Background: an optimization exercise with open tools, aiming at a short achievable clock period and few clock cycles. Do not read the settings as production practice.
Only simulation tests tie the RTL to the original design; equivalence was not proved.
Power is estimated from default activity; no workload was simulated.

==> flow/design.v <==
module pcodec (
  input  wire        clk,
  input  wire        rst,
  input  wire        start,
  input  wire [7:0]  op,
  input  wire [19:0] a_len,
  input  wire [19:0] out_cap,
  output wire        busy,
  output reg         done,
  output reg         fatal,
  output reg  [3:0]  err,
  output reg  [19:0] err_off,
  output reg  [19:0] out_len,
  output wire        in_re,
  output wire [19:0] in_addr,
  input  wire [7:0]  in_rdata,
  output reg         out_we,
  output reg  [19:0] out_addr,
  output reg  [7:0]  out_wdata
);
  localparam [7:0] OP_COMPRESS   = 8'h01;
  localparam [7:0] OP_DECOMPRESS = 8'h02;
  localparam [3:0] E_UNK_TYPE     = 4'd3;
  localparam [3:0] E_UNK_OPCODE   = 4'd4;
  localparam [3:0] E_TRUNC_STREAM = 4'd5;
  localparam [3:0] E_TRUNC_INSTR  = 4'd6;
  localparam [3:0] E_CAPACITY     = 4'd7;
  localparam [3:0] E_BAD_CMD      = 4'd8;
  reg        busy_r;       
  reg        busy_n, done_n, fatal_n;
  reg [3:0]  err_n;
  reg [19:0] err_off_n, out_len_n;
  reg        nx_busy, nx_done, nx_fatal;
  reg [3:0]  nx_err;
  reg [19:0] nx_err_off, nx_out_len;
  reg        m_comp;       
  reg        m_dec;        
  reg [19:0] cap;
  reg        rd_stop;      
  assign busy = busy_r;
  wire go = start & busy_n;
  reg        in_re_r;      
  reg        in_re_o;      
  reg [19:0] rd_addr;
  reg [19:0] rd_left;      
  reg        rd_more;      
  reg        rd_zero;      
  reg        rdv;          
  reg        r_v;          
  reg [7:0]  r_byte;
  reg [7:0]  r_dif;        
  reg [7:0]  pb;           
  reg [4:0]  occ;          
  assign in_re   = in_re_o;
  assign in_addr = rd_addr;
  reg [127:0] fb;          
  reg [15:0]  fe;          
  reg [15:0]  fr;          
  reg [15:0]  vld;         
  reg [7:0]   lastd;
  reg [3:0]   streak;      
  wire [7:0] b0 = fb[7:0];
  wire [7:0] b1 = fb[15:8];
  wire all_in = rd_zero & ~rdv & ~r_v;
  wire pop;                 
  wire pop2;                
  reg        w1_we;
  reg [20:0] w1_addr;
  reg [7:0]  w1_data;
  reg        w1_ok;        
  reg [21:0] room;         
  reg        n0;           
  localparam [1:0] P_ANCH = 2'd0, P_CAND = 2'd1, P_RUN = 2'd2, P_BRK = 2'd3;
  reg [1:0]  pst;
  reg        c_end;        
  reg [20:0] opos;         
  reg        dopen;        
  reg [20:0] hdr_pos;      
  reg [15:0] dlen;
  reg        dfull;        
  reg        hval;         
  reg        hw_on;        
  reg [1:0]  hw_k;
  reg [20:0] cpos;         
  reg [15:0] rcnt;         
  reg [7:0]  rstart;
  reg [7:0]  rdelta;
  reg [8:0]  kk;           
  reg [20:0] opos3;        
  reg [20:0] sa;
  reg [20:0] cp5, cp6;
  localparam [3:0] D_H0 = 4'd0, D_H1 = 4'd1, D_H2 = 4'd2, D_DATA = 4'd3,
                   D_T = 4'd4, D_S = 4'd5, D_CL = 4'd6, D_CH = 4'd7, D_D = 4'd8,
                   D_END = 4'd9, D_ERR = 4'd10;
  reg [3:0]  dst;
  reg [20:0] dleft;        
  reg [20:0] dleft1;       
  reg        d_init;       
  reg        dl0;          
  reg        dllt3;        
  reg [19:0] dpos;         
  reg [19:0] hpos;         
  reg        stype;
  reg [7:0]  llo;
  reg [15:0] srem;         
  reg        srem1;        
  reg        srem5;        
  reg        sremlt5;      
  reg [7:0]  i_val;
  reg [7:0]  i_clo;
  reg [7:0]  i_chi;
  reg [3:0]  perr;
  reg [19:0] perr_off;
  reg [7:0]  qv [0:7];
  reg [7:0]  qd [0:7];
  reg [15:0] qc [0:7];
  reg [2:0]  qh, qt;
  reg [3:0]  qn;
  reg        cur_v;
  reg [7:0]  cur_val;
  reg [7:0]  cur_del;
  reg [15:0] cur_cnt;
  reg        cur_last;
  reg [19:0] o;
  reg [19:0] capleft;
  reg        capz;
  wire c_short = |(vld[11:2] & ~fe[11:2]);
  wire c_seen  = (pst == P_ANCH) ? (vld[11] | c_short) :
                 (pst == P_CAND) ? vld[1] :
                 (pst == P_RUN)  ? vld[2] : 1'b1;
  wire c_ready = m_comp & ~c_end & ~hw_on & vld[0] & (c_seen | all_in);
  wire c_code  = vld[11] & fr[11];
  wire rlim1   = (rcnt == 16'd65534);
  wire rlim2   = (rcnt == 16'd65533);
  wire rnear   = (rcnt[15:4] == 12'hFFF);
  wire r_cont1 = vld[1] & fe[1] & ~rlim1;
  wire r_cont2 = vld[2] & fe[2] & ~rlim1 & ~rlim2;
  wire r_two   = vld[3] & fe[3] & fe[2] & fe[1] & ~rnear & ~(|kk);
  wire c_lit   = (pst != P_RUN) & ~((pst == P_ANCH) & c_code);
  wire c_split = c_lit & dopen & dfull;
  wire c_take  = c_ready & ~c_split;
  wire c_take2 = c_take & (pst == P_RUN) & r_two;
  wire [15:0] rcnt1 = rcnt + 16'd1;
  wire [7:0]  rcnt2 = rcnt[7:0] + 8'd2;
  wire q_room  = ~qn[3];
  wire d_need  = (dst == D_DATA) | (dst == D_D);    
  wire d_pop   = m_dec & vld[0] & (dst <= D_D) & ~(dst == D_H0 & dllt3) &
                 (~d_need | q_room);
  wire [15:0] hl = {b0, llo};
  wire h_trunc = (dleft1[20:16] == 5'd0) && (hl > dleft1[15:0]);
  wire [15:0] icnt = {i_chi, i_clo};
  wire push_lit = d_pop & (dst == D_DATA);
  wire push_run = d_pop & (dst == D_D) & (icnt != 16'd0);
  wire push_it  = push_lit | push_run;
  assign pop  = c_take | d_pop;
  assign pop2 = c_take2;
  wire e_need    = ~cur_v | cur_last;
  wire e_pop     = e_need & (qn != 4'd0);
  wire e_take    = e_need & (qn == 4'd0) & push_it;    
  wire e_dir     = e_take & ~cur_v;
  wire e_byp     = e_take & cur_v;                     
  wire e_capfail = (cur_v | e_dir) & capz;
  wire e_emit    = cur_v & ~capz;
  wire e_wr      = (cur_v | e_dir) & ~capz;
  wire [15:0] icnt1 = icnt - 16'd1;
  wire d_fin     = m_dec & ~cur_v & (qn == 4'd0) & ((dst == D_END) | (dst == D_ERR));
  wire [4:0] occ_m0 = occ + {4'd0, in_re_r};
  wire [4:0] occ_m1 = occ_m0 - 5'd1;
  wire [4:0] occ_m2 = occ_m0 - 5'd2;
  always @(posedge clk) begin
    cp5 <= cpos + 21'd5;
    cp6 <= cpos + 21'd6;
    if (c_take && pst == P_ANCH)
      sa <= hdr_pos + 21'd1;
    else if (hw_on && hw_k == 2'd0)
      sa <= hdr_pos + 21'd1;
    else if (kk[2])
      sa <= cpos;
    else if (kk[7])
      sa <= sa + 21'd3;
    else
      sa <= sa + 21'd1;
    rd_addr   <= go ? 20'd0 : rd_addr + {19'd0, in_re_r};
  end
  wire [7:0] r_d = r_dif;
  wire       r_e = (r_d == lastd);
  wire       r_f = r_e & (streak >= 4'd9);
  integer i;
  wire r_le  = ~room[21];                           
  wire r_lt  = ~room[21] & (room[20:0] != 21'd0);   
  wire r_lt3 = ~room[21] & (room[20:2] != 19'd0);   
  always @(posedge clk) begin
    nx_busy    = ~busy_n;
    nx_done    = ~done_n;
    nx_fatal   = ~fatal_n;
    nx_err     = ~err_n;
    nx_err_off = ~err_off_n;
    nx_out_len = ~out_len_n;
    w1_we   = 1'b0;
    w1_ok   = r_le;
    w1_addr = opos;
    w1_data = b0;
    if (rst) begin
      nx_busy   = 1'b0;
      m_comp   <= 1'b0;
      m_dec    <= 1'b0;
      nx_done     = 1'b0;
      nx_fatal    = 1'b0;
      nx_err      = 4'd0;
      nx_err_off  = 20'd0;
      nx_out_len  = 20'd0;
      out_we   <= 1'b0;
      in_re_r  <= 1'b0;
      in_re_o  <= 1'b0;
      rdv      <= 1'b0;
      r_v      <= 1'b0;
      vld      <= 16'd0;
      occ      <= 5'd0;
      rd_left  <= 20'd0;
      rd_more  <= 1'b0;
      rd_zero  <= 1'b1;
      rd_stop  <= 1'b1;
      hw_on    <= 1'b0;
      kk       <= 9'd0;
    end else begin
      rdv    <= in_re_r & ~go;
      r_v    <= rdv & ~go;
      r_byte <= in_rdata;
      r_dif  <= in_rdata - pb;
      if (go) pb <= 8'd0;
      else if (rdv) pb <= in_rdata;
      if (in_re_r) begin
        rd_left <= rd_left - 20'd1;
        rd_more <= (rd_left > 20'd2);
        rd_zero <= ~rd_more;
      end
      in_re_r <= ~rd_stop & ~e_capfail & (in_re_r ? rd_more : ~rd_zero) &
                 (({1'b0, occ} + {5'd0, in_re_r}) <= 6'd15);
      in_re_o <= ~rd_stop & ~e_capfail & (in_re_o ? rd_more : ~rd_zero) &
                 (({1'b0, occ} + {5'd0, in_re_o}) <= 6'd15);
      occ <= pop2 ? occ_m2 : pop ? occ_m1 : occ_m0;
      for (i = 0; i < 16; i = i + 1) begin
        if (pop2) begin
          if (i < 14 && vld[i+2]) begin
            fb[i*8 +: 8] <= fb[(i+2)*8 +: 8];
            fe[i] <= fe[i+2];
            fr[i] <= fr[i+2];
          end else begin
            fb[i*8 +: 8] <= r_byte;
            fe[i] <= r_e;
            fr[i] <= r_f;
          end
        end else if (pop) begin
          if (i < 15 && vld[i+1]) begin
            fb[i*8 +: 8] <= fb[(i+1)*8 +: 8];
            fe[i] <= fe[i+1];
            fr[i] <= fr[i+1];
          end else begin
            fb[i*8 +: 8] <= r_byte;
            fe[i] <= r_e;
            fr[i] <= r_f;
          end
        end else if (!vld[i]) begin
          fb[i*8 +: 8] <= r_byte;
          fe[i] <= r_e;
          fr[i] <= r_f;
        end
      end
      case ({pop2, pop, r_v})
        3'b110: vld <= {2'b0, vld[15:2]};
        3'b111: vld <= {1'b0, vld[15:1]};
        3'b010: vld <= {1'b0, vld[15:1]};
        3'b001: vld <= {vld[14:0], 1'b1};
        default: ;
      endcase
      if (r_v) begin
        lastd  <= r_d;
        streak <= !r_e ? 4'd0 : (streak >= 4'd10) ? 4'd10 : streak + 4'd1;
      end
      if (c_take) begin
        case (pst)
          P_ANCH: begin
            if (c_code) begin
              pst    <= P_RUN;
              rcnt   <= 16'd1;
              kk     <= 9'b000000010;
              rstart <= b0;
              rdelta <= b1 - b0;
              cpos   <= opos;
              opos   <= opos + 21'd8;
              room   <= room - 22'd8;
              opos3  <= opos3 + 21'd8;
              hval   <= dopen;
              dopen  <= 1'b0;
              if (dopen) begin
                w1_we = 1'b1;
                w1_addr = hdr_pos;
                w1_data = 8'h00;
              end
            end else
              pst <= P_CAND;
          end
          P_CAND: pst <= (vld[1] & fe[1]) ? P_CAND : P_ANCH;
          P_BRK:  pst <= P_ANCH;
          default: begin   
            rcnt  <= c_take2 ? rcnt + 16'd2 : rcnt1;
            kk    <= {kk[7:0], 1'b0};
            if (!r_cont1) pst <= vld[1] ? P_BRK : P_ANCH;
            if (kk[1] && hval) begin
              w1_we = 1'b1; w1_addr = sa; w1_data = dlen[7:0];
            end
            if (kk[2] && hval) begin
              w1_we = 1'b1; w1_addr = sa; w1_data = dlen[15:8];
            end
            if (kk[3]) begin
              w1_we = 1'b1; w1_addr = sa; w1_data = 8'h01;
            end
            if (kk[4]) begin
              w1_we = 1'b1; w1_addr = sa; w1_data = 8'h05;
            end
            if (kk[5]) begin
              w1_we = 1'b1; w1_addr = sa; w1_data = 8'h00;
            end
            if (kk[6]) begin
              w1_we = 1'b1; w1_addr = sa; w1_data = 8'h00;
            end
            if (kk[7]) begin
              w1_we = 1'b1; w1_addr = sa; w1_data = rstart;
            end
            if (kk[8]) begin
              w1_we = 1'b1; w1_addr = sa; w1_data = rdelta;
            end
            if (r_cont1 && !r_cont2) begin
              w1_we = 1'b1; w1_addr = cp5; w1_data = rcnt2;
            end
            if (!r_cont1) begin
              w1_we = 1'b1; w1_addr = cp6; w1_data = rcnt1[15:8];
            end
          end
        endcase
        if (c_lit) begin
          w1_we = 1'b1;
          w1_data = b0;
          if (!dopen) begin
            w1_addr = opos3;
            w1_ok   = r_lt3;
            room    <= room - 22'd4;
            hdr_pos <= opos;
            dopen   <= 1'b1;
            dlen    <= 16'd1;
            dfull   <= 1'b0;
            opos    <= opos + 21'd4;
            opos3   <= opos3 + 21'd4;
          end else begin
            w1_addr = opos;
            w1_ok   = r_lt;
            room    <= room - 22'd1;
            dlen    <= dlen + 16'd1;
            dfull   <= (dlen == 16'd65534);
            opos    <= opos + 21'd1;
            opos3   <= opos3 + 21'd1;
          end
        end
      end
      if (m_comp && !c_end && !hw_on &&
          ((dopen && c_ready && c_split) || (dopen && !vld[0] && all_in) ||
           (c_take && c_lit && !vld[1] && all_in))) begin
        hw_on <= 1'b1;
        hw_k  <= 2'd0;
      end
      if (m_comp && hw_on) begin
        w1_we = 1'b1;
        w1_addr = (hw_k == 2'd0) ? hdr_pos : sa;
        w1_data = (hw_k == 2'd0) ? 8'h00 : (hw_k == 2'd1) ? dlen[7:0] : dlen[15:8];
        hw_k    <= hw_k + 2'd1;
        if (hw_k == 2'd2) begin
          hw_on <= 1'b0;
          dopen <= 1'b0;
        end
      end
      if (n0) begin
        n0    <= 1'b0;
        dopen <= 1'b1;
        opos  <= 21'd3;
        opos3 <= 21'd6;
        room  <= room - 22'd3;
      end
      if (m_comp && !n0 && !c_end && !hw_on && !dopen && !vld[0] && all_in) begin
        c_end   <= 1'b1;
        rd_stop <= 1'b1;
        nx_busy  = 1'b0;
        m_comp  <= 1'b0;
        nx_done    = 1'b1;
        nx_err_off = 20'd0;
        if (room[21]) begin
          nx_fatal   = 1'b1;
          nx_err     = E_CAPACITY;
          nx_out_len = 20'd0;
        end else begin
          nx_fatal   = 1'b0;
          nx_err     = 4'd0;
          nx_out_len = opos[19:0];
        end
      end
      if (m_dec && dst == D_H0 && (dllt3 || dl0)) begin
        if (dl0)
          dst <= D_END;
        else begin
          dst <= D_ERR; perr <= E_TRUNC_STREAM; perr_off <= dpos;
          rd_stop <= 1'b1;
        end
      end
      if (d_init) begin
        d_init <= 1'b0;
        dleft1 <= dleft - 21'd1;
      end
      if (d_pop) begin
        dpos  <= dpos + 20'd1;
        dleft  <= dleft1;
        dleft1 <= dleft1 - 21'd1;
        dl0   <= (dleft == 21'd1);
        dllt3 <= (dleft < 21'd4);
        case (dst)
          D_H0: begin
            hpos  <= dpos;
            stype <= b0[0];
            if (b0 > 8'd1) begin
              dst <= D_ERR; perr <= E_UNK_TYPE; perr_off <= dpos;
              rd_stop <= 1'b1;
            end else
              dst <= D_H1;
          end
          D_H1: begin
            llo <= b0;
            dst <= D_H2;
          end
          D_H2: begin
            srem    <= hl;
            srem1   <= (hl == 16'd1);
            srem5   <= (hl == 16'd5);
            sremlt5 <= (hl < 16'd5);
            if (h_trunc) begin
              dst <= D_ERR; perr <= E_TRUNC_STREAM; perr_off <= hpos;
              rd_stop <= 1'b1;
            end else if (hl == 16'd0)
              dst <= D_H0;
            else
              dst <= stype ? D_T : D_DATA;
          end
          D_DATA: begin
            srem    <= srem - 16'd1;
            srem1   <= (srem == 16'd2);
            srem5   <= (srem == 16'd6);
            sremlt5 <= (srem < 16'd6);
            if (srem1) dst <= D_H0;
          end
          D_T: begin
            if (b0 != 8'd0) begin
              dst <= D_ERR; perr <= E_UNK_OPCODE; perr_off <= dpos;
              rd_stop <= 1'b1;
            end else if (sremlt5) begin
              dst <= D_ERR; perr <= E_TRUNC_INSTR; perr_off <= dpos;
              rd_stop <= 1'b1;
            end else
              dst <= D_S;
          end
          D_S:  begin i_val <= b0; dst <= D_CL; end
          D_CL: begin i_clo <= b0; dst <= D_CH; end
          D_CH: begin i_chi <= b0; dst <= D_D;  end
          default: begin  
            srem    <= srem - 16'd5;
            srem1   <= (srem == 16'd6);
            srem5   <= (srem == 16'd10);
            sremlt5 <= (srem < 16'd10);
            dst     <= srem5 ? D_H0 : D_T;
          end
        endcase
      end
      if (push_it) begin
        qv[qt] <= push_lit ? b0 : i_val;
        qd[qt] <= push_lit ? 8'd0 : b0;
        qc[qt] <= push_lit ? 16'd1 : icnt;
        qt     <= qt + 3'd1;
      end
      if (e_pop || e_take) qh <= qh + 3'd1;
      qn <= qn + {3'd0, push_it & ~e_take} - {3'd0, e_pop};
      if (m_dec) begin
        out_we    <= e_wr;
        if (e_wr) begin
          o        <= o + 20'd1;
          capleft  <= capleft - 20'd1;
          capz     <= (capleft == 20'd1);
        end
        if (e_emit) begin
          cur_val  <= cur_val + cur_del;
          cur_cnt  <= cur_cnt - 16'd1;
          cur_last <= (cur_cnt == 16'd2);
        end
        if (e_dir) begin
          cur_v    <= push_run & (icnt != 16'd1);
          cur_val  <= i_val + b0;
          cur_del  <= b0;
          cur_cnt  <= icnt1;
          cur_last <= (icnt == 16'd2);
        end else if (e_need) begin
          cur_v <= e_pop | e_byp;
          if (e_pop) begin
            cur_val  <= qv[qh];
            cur_del  <= qd[qh];
            cur_cnt  <= qc[qh];
            cur_last <= (qc[qh] == 16'd1);
          end else begin
            cur_val  <= push_lit ? b0 : i_val;
            cur_del  <= push_lit ? 8'd0 : b0;
            cur_cnt  <= push_lit ? 16'd1 : icnt;
            cur_last <= push_lit | (icnt == 16'd1);
          end
        end
        if (e_capfail || d_fin) begin
          nx_busy  = 1'b0;
          m_dec   <= 1'b0;
          nx_done    = 1'b1;
          rd_stop <= 1'b1;
          out_we  <= 1'b0;
          if (e_capfail) begin
            nx_fatal   = 1'b1;
            nx_err     = E_CAPACITY;
            nx_err_off = 20'd0;
            nx_out_len = 20'd0;
          end else if (dst == D_ERR) begin
            nx_fatal   = 1'b1;
            nx_err     = perr;
            nx_err_off = perr_off;
            nx_out_len = 20'd0;
          end else
            nx_out_len = o;
        end
      end
      if (go) begin
        nx_done     = 1'b0;
        nx_fatal    = 1'b0;
        nx_err      = 4'd0;
        nx_err_off  = 20'd0;
        nx_out_len  = 20'd0;
        cap      <= out_cap;
        rd_left  <= a_len;
        rd_more  <= (a_len > 20'd1);
        rd_zero  <= (a_len == 20'd0);
        in_re_r  <= 1'b0;
        in_re_o  <= 1'b0;
        rd_stop  <= 1'b1;
        occ      <= 5'd0;
        vld      <= 16'd0;
        streak   <= 4'd0;
        lastd    <= 8'd0;
        c_end    <= 1'b0;
        kk       <= 9'd0;
        n0       <= 1'b0;
        room     <= {2'b0, out_cap};
        pst      <= P_ANCH;
        opos     <= 21'd0;
        opos3    <= 21'd3;
        dopen    <= 1'b0;
        dlen     <= 16'd0;
        dfull    <= 1'b0;
        hw_on    <= 1'b0;
        hdr_pos  <= 21'd0;
        dst      <= D_H0;
        dleft    <= {1'b0, a_len};
        d_init   <= 1'b1;
        dl0      <= (a_len == 20'd0);
        dllt3    <= (a_len < 20'd3);
        dpos     <= 20'd0;
        perr     <= 4'd0;
        perr_off <= 20'd0;
        qh       <= 3'd0;
        qt       <= 3'd0;
        qn       <= 4'd0;
        cur_v    <= 1'b0;
        o        <= 20'd0;
        capleft  <= out_cap;
        capz     <= (out_cap == 20'd0);
        if (op == OP_COMPRESS) begin
          nx_busy  = 1'b1;
          m_comp  <= 1'b1;
          rd_stop <= 1'b0;
          in_re_r <= (a_len != 20'd0);
          in_re_o <= (a_len != 20'd0);
          n0 <= (a_len == 20'd0);
        end else if (op == OP_DECOMPRESS) begin
          nx_busy  = 1'b1;
          m_dec   <= 1'b1;
          rd_stop <= 1'b0;
          in_re_r <= (a_len != 20'd0);
          in_re_o <= (a_len != 20'd0);
        end else begin
          nx_done  = 1'b1;
          nx_fatal = 1'b1;
          nx_err   = E_BAD_CMD;
        end
      end
      if (!m_dec) out_we <= w1_we & w1_ok;
    end
    busy_r    <= nx_busy;
    done      <= nx_done;
    fatal     <= nx_fatal;
    err       <= nx_err;
    err_off   <= nx_err_off;
    out_len   <= nx_out_len;
    busy_n    <= ~nx_busy;
    done_n    <= ~nx_done;
    fatal_n   <= ~nx_fatal;
    err_n     <= ~nx_err;
    err_off_n <= ~nx_err_off;
    out_len_n <= ~nx_out_len;
    out_addr  <= m_dec ? o : w1_addr[19:0];
    out_wdata <= !m_dec ? w1_data : cur_v ? cur_val : push_lit ? b0 : i_val;
  end
endmodule
==> flow/flow/run.sh <==
#!/bin/bash
set -euo pipefail
bash standard.sh SETUP_SLACK_MARGIN=7 finish > standard.log 2>&1
==> flow/standard.sh <==
#!/bin/bash
# synth_recipe.tcl (not shown) runs the flow's synth.tcl, then flattens the netlist and writes it again
# the make line also repeats each setting of config.mk as NAME=value (left out here)
make -C /OpenROAD-flow-scripts/flow DESIGN_CONFIG=/design/flow/config.mk WORK_HOME=/design/flow/orfs CLKGATE_MAP_FILE= SYNTH_SCRIPT=/design/flow/synth_recipe.tcl "${@:-finish}"
==> flow/config.mk <==
export PLATFORM = sky130hd
export DESIGN_NAME = pcodec
export DESIGN_NICKNAME = pcodec
export VERILOG_FILES = /design/flow/design.v
export SDC_FILE = /design/flow/constraint.sdc
export NUM_CORES = 4
export LEC_CHECK = 0
export ABC_CLOCK_PERIOD_IN_PS = 3000
export CAP_MARGIN = 20
export CORE_MARGIN = 2
export CORE_UTILIZATION = 65
export SETUP_SLACK_MARGIN = 5
export SLEW_MARGIN = 20
==> flow/constraint.sdc <==
create_clock -name core_clock -period 10.0 [get_ports {clk}]
set_input_delay 2.0000 -clock core_clock [delete_from_list [all_inputs] [get_ports {clk}]]
set_output_delay 2.0000 -clock core_clock [all_outputs]
set_load 0.01 [all_outputs]
==> run notes <==
[registers in the layout, summed over array words and instances, names as in the netlist, 21 cells and up, named ones only]
name	count
dleft	21
dleft1	21
fb	128
qc	128
qd	64
qv	64
room	22
[how the worst max path moves through the flow]
stage	cells past startpoint	slack (ps)	startpoint	end
final	1	6770	in_re_o	in_re
after global routing	1	6750	out_wdata[6]	out_wdata[6]
after CTS	1	6760	in_re_o	in_re
after detailed placement	6	4740	rst	err_off[16]
after floorplan	6	5470	rst	qc[4][0]
after global placement	6	4850	rst	err_off[7]
[worst register-to-register path, cell delays in order (launching register included)]
cell and delay, ps:
edfxtp_1 510, buf_4 200, buf_6 110, o31ai_4 240
o211ai_1 160, nor2_2 200, buf_12 140, and2_4 180
buf_6 120, a21oi_4 80, or3_4 470, o21ai_4 140
buf_6 190, clkbuf_16 160
[layer usage]
layer / wire, um / global-route usage [%]
met4: 6320 / 13.1
met1: 66100 / 50.3
met5: 0 / 0
met3: 18700 / 7.54
met2: 78800 / 56.7
[power by group]
| part | switching [W] | leakage [nW] | internal, W |
|---|---|---|---|
| clock network | 0.00183 | 1.86 | 0.00248 |
| registers | 0.000178 | 10.2 | 0.00514 |
| logic | 0.000590 | 11.7 | 0.000455 |
| total | 0.00260 | 23.8 | 0.00808 |
[through the flow]
stage               util, %  cells  total power [W]  setup WS [ps]  instance area (um2)
detailed placement     68.7   6322          0.00631           4740                59600
finish                 77.1   6737           0.0107           6770                66900
global placement       68.7   6322          0.00628           4850                59600
floorplan                 -   5274          0.00599           5470                57300
CTS                    75.4   6665           0.0106           6760                65400
global route           77.1   6737           0.0110           6750                66900
[area by class of cell]
| class | count | area share [%] |
|---|---|---|
| timing repair inverter | 3 | 0.0393 |
| inverter | 168 | 1.00 |
| clock buffer | 168 | 4.97 |
| clock inverter | 44 | 0.681 |
| timing repair buffer | 430 | 6.92 |
| tap | 1155 | 2.16 |
| sequential | 1114 | 46.3 |
| multi-input combinational | 3655 | 38.0 |
[cell usage after synthesis, types with 17 or more instances]
library cell  number
mux2i_1          168
nor3_1           118
and4_1            17
xnor2_1          194
or4_1             26
a21o_1            26
o221ai_1          17
dfxtp_1          265
nor4_1            47
a22o_1            19
o211ai_1          49
o21a_1            36
nand2b_1          31
nor2b_1           25
mux4_2            64
a211oi_1          52
a21oi_1          278
nand3_1          129
buf_2             29
buf_1             44
ha_1             106
nand3b_1          19
or3_1             67
nor2_1           389
xor2_1           146
and3_1            37
a211o_1           25
nand2_1          613
and2_1            53
clkbuf_1         275
o22ai_1           54
a31oi_1           32
mux2_2           111
nand4_1           58
a22oi_1          146
inv_1            165
edfxtp_1         849
o21ai_0          301
a221oi_1          34
[cell families (layout without fill, tap and decap cells)]
kind of cell    Yosys count  in the layout  synth area share [%]
simple gates           1673           1686                  13.8
compound gates         1172           1173                  13.2
flops                  1114           1114                  54.1
buf+inv                 519            813                  3.51
mux                     343            343                  7.68
xor+xnor                340            340                  5.23
fa+ha+maj               113            113                  2.56
[timing repair]
item | in CTS | in global routing
hold buffers | 0 | 0
setup endpoints to repair | 1539 | 854
buffers inserted | 104 | 54
pin swaps | 50 | 49
cloned | 27 | 18
gates resized for setup | 808 | 165
==> results.toml <==
[route]
postRouteAntennaNets = 0
wirelength_um = 170000
dr.pass1.iters = 10
post_drt_via_cell_ratio = 6.65
dr_total_vias = 44800
drt_iter0_drc = 6050
wl_per_cell_um = 25.2
drcViolationCount = 0

[setup_path]
crit_path_max_incr_delay_ps = 400
reg2reg_depth = 13
r2r-start = "dst[0]"
crit_buf_inv = 1
cpMaxStageDelayCell = "dfxtp_4"
critPathTopFamily = "flip-flops"
r2r_slack_ps = 6820
cp_max_fo = 2
required_ps = 8000
rr_endpoint = "o[9]"
crit_type = "register to output port"
cp_data_arrival_time_ps = 1230
path_cells = "buf_6"
end_kind = "output port"
start_kind = "register"

[die]
rows = 108
die_y_um = 300
num_io_pins = 156
design.die.area_um2 = 90000
die_w_um = 300
core_um2 = 86800
initial_core_util_pct = 65.7

[yosys]
syn_area_per_cell_um2 = 10.8
syn_nets = 5445
synth.distinct_cells = 85
synth.area.top_cells = "edfxtp_1 45%, dfxtp_1 9.3%, nand2_1 4.0%"
ys_seq_area_share_pct = 54.1
ys_ff_latch = 1114
netlist_area_um2 = 57000
synthCells = 5274
ys.flop_type = "edfxtp_1"
netlist.area_leader.share_pct = 44.8
synth_edf_count = 849
synthArstFlopShare_pct = 0
yosys_warnings = 13
yosysTopAreaCell = "edfxtp_1"

[clocking]
insertion_delay_ps = 720
cts_tree = "yes"
clock-sinks = 1114
path_clk_slew_ps = 60
root_buffer = "clkbuf_16"
numCtsBuffers = 112
clock_tree.buffer_depth = 3
htree_levels = 3

[finish]
n_fill_cell = 5620
mostFrequentLayoutCell = "edfxtp_1"
nNetsFinal = 5655
multi_input_area_um2 = 25400
regArea_um2 = 31000
antenna_cells = 0
layout-drive-gt1-share_pct = 18.6
syn2layout_area_growth_pct = 17.5
most-common-layout-cells = "849 x edfxtp_1, 601 x nand2_1, 365 x nor2_1"

[timing]
rsz0062_at_grt = "yes"
min_period_ps = 3230
final-hold-violation-count = 0
worst_slew_pin_slew_ps = 955
holdWs_ps = 435
slew_viol_final = 0
setup_viol = 0
skew_ps = 17.9
max_freq_mhz = 310
slew_headroom_pct = 36.2
final.period_utilization_pct = 32.3
tns_ps = 0

[grt]
antenna_found_initial = 1
grt_max_degree = 98
grt_pass1_vias = 42000
track_usage_pct = 36.2
overflow = 0
grt_pass1_wl_um = 251000

[placed_design]
port_buffers = 155
routabilityCongestion = 0.928
hpwl_um = 103000

[flow_run]
maxCapViolations = 0

[min_path]
hp-class = "register to register"
min_to = "err_off[1]"
worstHoldStart = "err_off_n[1]"
holdPathStages = 1

[power_and_ir_drop]
cellPowerDensity_nw_per_um2 = 160
p_leak_nw = 23.8
max-vdd-ir-drop_v = 0.000196

[status]
status = "timing/DRC/antenna clean"
Testbench counts, summed over its fixed seeds: cycles 130,999.

## separate check: timing with driven ports
Ports are ideal in the flow. The routed layout listed here was re-timed in OpenROAD. Step 1 assumes that a clkbuf_16 drives the clock port and a buf_2 every other input. Step 2 adds t to the input delays and takes it off the output delays; t is the mean of the earliest and latest rising clock arrival at the registers after step 1. Input paths then give back, and output paths get back, about the clock's delay inside the block. Three values: no drivers, after step 1, after step 2; two values: the first two.
shift t [ns]: 0.782
slack for setup (ns): 6.771 / 6.696 / 6.132
worst setup path after step 2: input to register
clock arrival spread, ns: 0.019 / 0.019
pins driven straight from the clock port: 1
After both steps setup and hold are still met in this run. The setup slack of this run moves by -0.075 ns with the drivers and by -0.639 ns with both steps.
